This is an optimization exercise on Yosys and OpenROAD, whose aim is small area, a short achievable clock period and few clock cycles per item, not a production implementation. In this exercise RTL edits were held to simulation tests only and were not proved equivalent to the original.

run H:
==> flow/design.v <==
module hsl_conv (
    input  wire       clk,
    input  wire       rst,
    input  wire       in_valid,
    output wire       in_ready,
    input  wire [7:0] in_r,
    input  wire [7:0] in_g,
    input  wire [7:0] in_b,
    output reg        out_valid,
    output reg  [8:0] out_hue,
    output reg  [9:0] out_sat,
    output reg  [9:0] out_light
);
    localparam [11:0] CUT = 12'b000010000101;    
    assign in_ready = 1'b1;
    reg       v0;
    reg [7:0] r0, g0, b0;
    always @(posedge clk) begin
        if (rst) v0 <= 1'b0;
        else     v0 <= in_valid;
        r0 <= in_r;
        g0 <= in_g;
        b0 <= in_b;
    end
    wire        v_a   [0:11], v   [0:11];
    wire [8:0]  s_a   [0:0],  s   [0:0];     
    wire [1:0]  lf_a  [1:11], lf  [1:11];    
    wire [7:0]  d_a   [0:1],  d   [0:1];
    wire [7:0]  e_a   [0:1],  e   [0:1];
    wire [2:0]  sec_a [0:6],  sec [0:6];     
    wire [7:0]  sR_a  [1:11], sR  [1:11];    
    wire [9:0]  sNQ_a [1:11], sNQ [1:11];    
    wire [7:0]  sD_a  [1:11], sD  [1:11];    
    wire [7:0]  hR_a  [1:6],  hR  [1:6];
    wire [5:0]  hNQ_a [1:6],  hNQ [1:6];
    wire [7:0]  hD_a  [1:6],  hD  [1:6];
    wire [8:0]  hue_a [7:11], hue [7:11];    
    function [8:0] add8(input [7:0] a, input [7:0] b, input ci);
        integer i;
        reg c;
        begin
            c = ci;
            for (i = 0; i < 8; i = i + 1) begin
                add8[i] = a[i] ^ b[i] ^ c;
                c = (a[i] & b[i]) | ((a[i] | b[i]) & c);
            end
            add8[8] = c;
        end
    endfunction
    wire rg = (r0 >= g0);
    wire rb = (r0 >= b0);
    wire gb = (g0 >= b0);
    wire maxr = rg & rb;
    wire maxg = ~rg & gb;
    wire maxb = ~rb & ~gb;
    wire minr = ~rg & ~rb;
    wire ming = rg & ~gb;
    wire minb = rb & gb;
    wire pos  = maxr ? gb : (maxg ? ~rb : rg);
    wire [7:0] M   = ({8{maxr}} & r0) | ({8{maxg}} & g0) | ({8{maxb}} & b0);
    wire [7:0] mn  = ({8{minr}} & r0) | ({8{ming}} & g0) | ({8{minb}} & b0);
    wire [7:0] mid = ({8{~maxr & ~minr}} & r0) | ({8{~maxg & ~ming}} & g0)
                   | ({8{~maxb & ~minb}} & b0);
    wire [8:0] xd = add8(M, ~mn, 1'b1);
    wire [8:0] xe = add8(mid, ~mn, 1'b1);
    wire [8:0] xs = add8(M, mn, 1'b0);
    assign v_a[0]   = v0;
    assign d_a[0]   = xd[7:0];
    assign e_a[0]   = xe[7:0];
    assign s_a[0]   = xs;
    assign sec_a[0] = {maxr, maxg, pos};
    wire [8:0]  s1   = s[0];
    wire [7:0]  d1   = d[0];
    wire [7:0]  e1   = e[0];
    wire        pos1 = sec[0][0];
    wire [7:0]  D    = s1[8] ? ~s1[7:0] - 8'd1 : s1[7:0];    
    wire [17:0] Ns   = {d1, 10'd0} - {d1, 4'd0} - {d1, 3'd0} + D[7:1];
    wire [7:0]  dn   = d1 - {7'd0, ~pos1};
    wire [13:0] Nh   = {e1, 6'd0} - {e1, 2'd0} + dn[7:1];
    assign v_a[1]   = v[0];
    assign lf_a[1]  = {s1[8], D == 8'd0};
    assign d_a[1]   = d1;
    assign e_a[1]   = e1;
    assign sec_a[1] = sec[0];
    assign sR_a[1]  = Ns[17:10];
    assign sNQ_a[1] = Ns[9:0];
    assign sD_a[1]  = {D[7:1], D[0] | (D == 8'd0)};
    assign hR_a[1]  = Nh[13:6];
    assign hNQ_a[1] = Nh[5:0];
    assign hD_a[1]  = {d1[7:1], d1[0] | (d1 == 8'd0)};
    genvar k;
    generate
        for (k = 2; k <= 11; k = k + 1) begin : step
            wire [8:0] sT  = {sR[k-1], sNQ[k-1][9]};
            wire [7:0] sDv = sD[k-1];
            reg  [8:0] sb;                        
            integer j;
            always @(*) begin
                sb[0] = 1'b0;
                for (j = 0; j < 8; j = j + 1)
                    sb[j+1] = (~sT[j] & sDv[j]) | ((~sT[j] | sDv[j]) & sb[j]);
            end
            wire       sge = sT[8] | ~sb[8];      
            assign sR_a[k]  = sT[7:0] ^ ({8{sge}} & (sDv ^ sb[7:0]));
            assign sNQ_a[k] = {sNQ[k-1][8:0], sge};
            assign sD_a[k]  = sD[k-1];
            assign v_a[k]   = v[k-1];
            assign lf_a[k]  = lf[k-1];
            if (k <= 7) begin : h
                wire [8:0] hT  = {hR[k-1], hNQ[k-1][5]};
                wire [7:0] hDv = hD[k-1];
                reg  [8:0] hb;                    
                integer j;
                always @(*) begin
                    hb[0] = 1'b0;
                    for (j = 0; j < 8; j = j + 1)
                        hb[j+1] = (~hT[j] & hDv[j]) | ((~hT[j] | hDv[j]) & hb[j]);
                end
                wire       hge = hT[8] | ~hb[8];  
                wire [7:0] hRn = hT[7:0] ^ ({8{hge}} & (hDv ^ hb[7:0]));
                wire [5:0] hNn = {hNQ[k-1][4:0], hge};
                wire [2:0] sc  = sec[k-1];
                if (k < 7) begin : mid_
                    assign hR_a[k]  = hRn;
                    assign hNQ_a[k] = hNn;
                    assign hD_a[k]  = hD[k-1];
                    assign sec_a[k] = sc;
                end else begin : last
                    assign hue_a[k] = {sc, hNn};    
                end
            end else begin : hp
                assign hue_a[k] = hue[k-1];
            end
        end
        for (k = 0; k <= 11; k = k + 1) begin : pipe
            if (CUT[k]) begin : r
                reg v_q;
                always @(posedge clk) begin
                    if (rst) v_q <= 1'b0;
                    else     v_q <= v_a[k];
                end
                assign v[k] = v_q;
            end else begin : w
                assign v[k] = v_a[k];
            end
            if (k == 0) begin : s0
                if (CUT[k]) begin : r
                    reg [8:0] q;
                    always @(posedge clk) q <= s_a[k];
                    assign s[k] = q;
                end else begin : w
                    assign s[k] = s_a[k];
                end
            end else begin : lg
                if (CUT[k]) begin : r
                    reg [1:0] q;
                    always @(posedge clk) q <= lf_a[k];
                    assign lf[k] = q;
                end else begin : w
                    assign lf[k] = lf_a[k];
                end
            end
            if (k <= 1) begin : de
                if (CUT[k]) begin : r
                    reg [7:0] dq, eq;
                    always @(posedge clk) begin dq <= d_a[k]; eq <= e_a[k]; end
                    assign d[k] = dq; assign e[k] = eq;
                end else begin : w
                    assign d[k] = d_a[k]; assign e[k] = e_a[k];
                end
            end
            if (k <= 6) begin : sc
                if (CUT[k]) begin : r
                    reg [2:0] q;
                    always @(posedge clk) q <= sec_a[k];
                    assign sec[k] = q;
                end else begin : w
                    assign sec[k] = sec_a[k];
                end
            end
            if (k >= 1) begin : sd
                if (CUT[k]) begin : r
                    reg [7:0] rq, dq;
                    reg [9:0] nq;
                    always @(posedge clk) begin rq <= sR_a[k]; nq <= sNQ_a[k]; dq <= sD_a[k]; end
                    assign sR[k] = rq; assign sD[k] = dq;
                    if (k <= 8) begin : rb
                        wire [9:0] msk = 10'b0000000111 << (k - 1);
                        wire [9:0] ins = {7'd0, dq[3:1]} << (k - 1);
                        assign sNQ[k] = (nq & ~msk) | ins;
                    end else begin : kb
                        assign sNQ[k] = nq;
                    end
                end else begin : w
                    assign sR[k] = sR_a[k]; assign sNQ[k] = sNQ_a[k]; assign sD[k] = sD_a[k];
                end
            end
            if (k >= 1 && k <= 6) begin : hd
                if (CUT[k]) begin : r
                    reg [7:0] rq, dq;
                    reg [5:0] nq;
                    always @(posedge clk) begin rq <= hR_a[k]; nq <= hNQ_a[k]; dq <= hD_a[k]; end
                    assign hR[k] = rq; assign hNQ[k] = nq; assign hD[k] = dq;
                end else begin : w
                    assign hR[k] = hR_a[k]; assign hNQ[k] = hNQ_a[k]; assign hD[k] = hD_a[k];
                end
            end
            if (k >= 7) begin : hu
                if (CUT[k] && k < 11) begin : r
                    reg [8:0] q;
                    always @(posedge clk) q <= hue_a[k];
                    assign hue[k] = q;
                end else begin : w
                    assign hue[k] = hue_a[k];
                end
            end
        end
    endgenerate
    wire [1:0]  lfe = lf_a[11];
    wire [7:0]  Dl  = {sD_a[11][7:1], sD_a[11][0] & ~lfe[0]};    
    wire [16:0] lt  = {Dl, 8'd0} + {Dl, 6'd0} + Dl + 17'd4136;
    wire [9:0]  L   = {1'b0, Dl, 1'b0} - lt[16:13];
    wire [9:0]  light = lfe[1] ? 10'd1000 - L : L;
    wire [2:0] sc   = hue_a[11][8:6];
    wire [5:0] hq   = hue_a[11][5:0];
    wire [8:0] base = sc[2] ? (sc[0] ? 9'd0 : 9'd360) : (sc[1] ? 9'd120 : 9'd240);
    wire [8:0] hsum = sc[0] ? base + {3'd0, hq} : base - {3'd0, hq};
    wire [8:0] hue_o = (hsum == 9'd360) ? 9'd0 : hsum;
    always @(posedge clk) begin
        if (rst) out_valid <= 1'b0;
        else     out_valid <= v_a[11];
        out_hue   <= hue_o;
        out_sat   <= sNQ_a[11];
        out_light <= light;
    end
endmodule
==> flow/config.mk <==
export PLATFORM = sky130hd
export DESIGN_NAME = hsl_conv
export DESIGN_NICKNAME = hsl_conv
export VERILOG_FILES = /design/flow/design.v
export SDC_FILE = /design/flow/constraint.sdc
export NUM_CORES = 4
export LEC_CHECK = 0
export ABC_AREA = 1
export CAP_MARGIN = 20
export CORE_MARGIN = 2
export CORE_UTILIZATION = 40
export CTS_BUF_LIST = sky130_fd_sc_hd__clkbuf_8
export SLEW_MARGIN = 20
==> flow/constraint.sdc <==
create_clock -name core_clock -period 35.0 [get_ports {clk}]
set_input_delay 7.0000 -clock core_clock [delete_from_list [all_inputs] [get_ports {clk}]]
set_output_delay 7.0000 -clock core_clock [all_outputs]
set_load 0.01 [all_outputs]
standard.sh (not shown) runs the stock make flow with config.mk's settings and CLKGATE_MAP_FILE= SYNTH_SCRIPT=/design/flow/synth_recipe.tcl, a recipe that flattens the netlist after the stock synthesis.
==> flow/flow/run.sh <==
#!/bin/bash
# The standard layout (the standard.sh: ORFS synthesis through finish)
# with two changes in how it is made:
#  - ABC maps the logic with flow/abc_area.script (area-oriented mapping
#    without ABC's own buffering and gate sizing) instead of ORFS's
#    abc_area.script; ORFS's scripts are copied and only that file replaced;
#  - the port buffers ORFS inserts at global placement are buf_2 cells
#    instead of the default delay-cell buffers.
set -euo pipefail
here=$(pwd)
rm -rf "$here/orfs_scripts"
cp -r "$FLOW_HOME/scripts" "$here/orfs_scripts"
cp "$here/flow/abc_area.script" "$here/orfs_scripts/abc_area.script"
bash standard.sh SCRIPTS_DIR="$here/orfs_scripts" \
    BUFFER_PORTS_ARGS="-buffer_cell sky130_fd_sc_hd__buf_2" finish > make_finish.log 2>&1
==> flow/flow/abc_area.script <==
strash
dch
map -B 0.9
topo
stime -c
Run H went all the way through the flow, and no timing, DRC or antenna check failed.
Testbench counts of run H, summed over its fixed seeds: cycles 8,040, items 8,000.
Setup changes, run H to run Y
==> flow/flow/run.sh <==
#!/bin/bash
# The standard layout (the standard.sh: ORFS synthesis through finish),
# with the port buffers that ORFS inserts at global placement made plain
# buf_2 cells instead of the default delay-cell buffers.
set -euo pipefail
bash standard.sh BUFFER_PORTS_ARGS="-buffer_cell sky130_fd_sc_hd__buf_2" finish > make_finish.log 2>&1
removed: flow/flow/abc_area.script
==> comparison <==
- Against run H, run Y comes in about 2.5% higher on count of routing violations after the opening detailed-route iteration.
- Looking at final design area excluding fillers, run Y sits above run H.
- Going from run H to run Y, area enclosed by the die boundary picked up an extra about 4.4%; non-clock buffer count picked up an extra 1.8%.
- Per the comparison of run Y with run H, worst path setup slack after routing -0.0083 ns, final clock period utilization by the worst path closely matched the old numbers.
- Run Y vs. run H: global routing usage on met3 went down by 0.18 points.

[afterwards: timing with drivers on the ports]
The flow's constraints put no driver on any port. The routed layouts listed below were extracted and timed again, unchanged, in two steps.
Step 1 assumes that a clkbuf_16 drives the clock port and a buf_2 every other input.
Step 2, shift: input delay + t, output delay - t, t = (earliest + latest rising clock arrival at the registers) / 2. This alone moves slack from input paths to output paths.
Slacks: ideal / step 1 / step 2; pairs: ideal / step 1.
| run | t (ns) | slack for setup (ns) | hold WS [ns] | worst slew at a driven data input, ns | cell pins on the clock port's net |
|---|---|---|---|---|---|
| run H | 0.512 | 27.082 / 27.035 / 27.523 | 0.332 / 0.332 / 0.332 | 0.03 | 1 |
| run Y | 0.518 | 27.074 / 27.033 / 27.551 | 0.331 / 0.331 / 0.331 | 0.03 | 1 |
After both steps setup and hold are still met in every run listed.
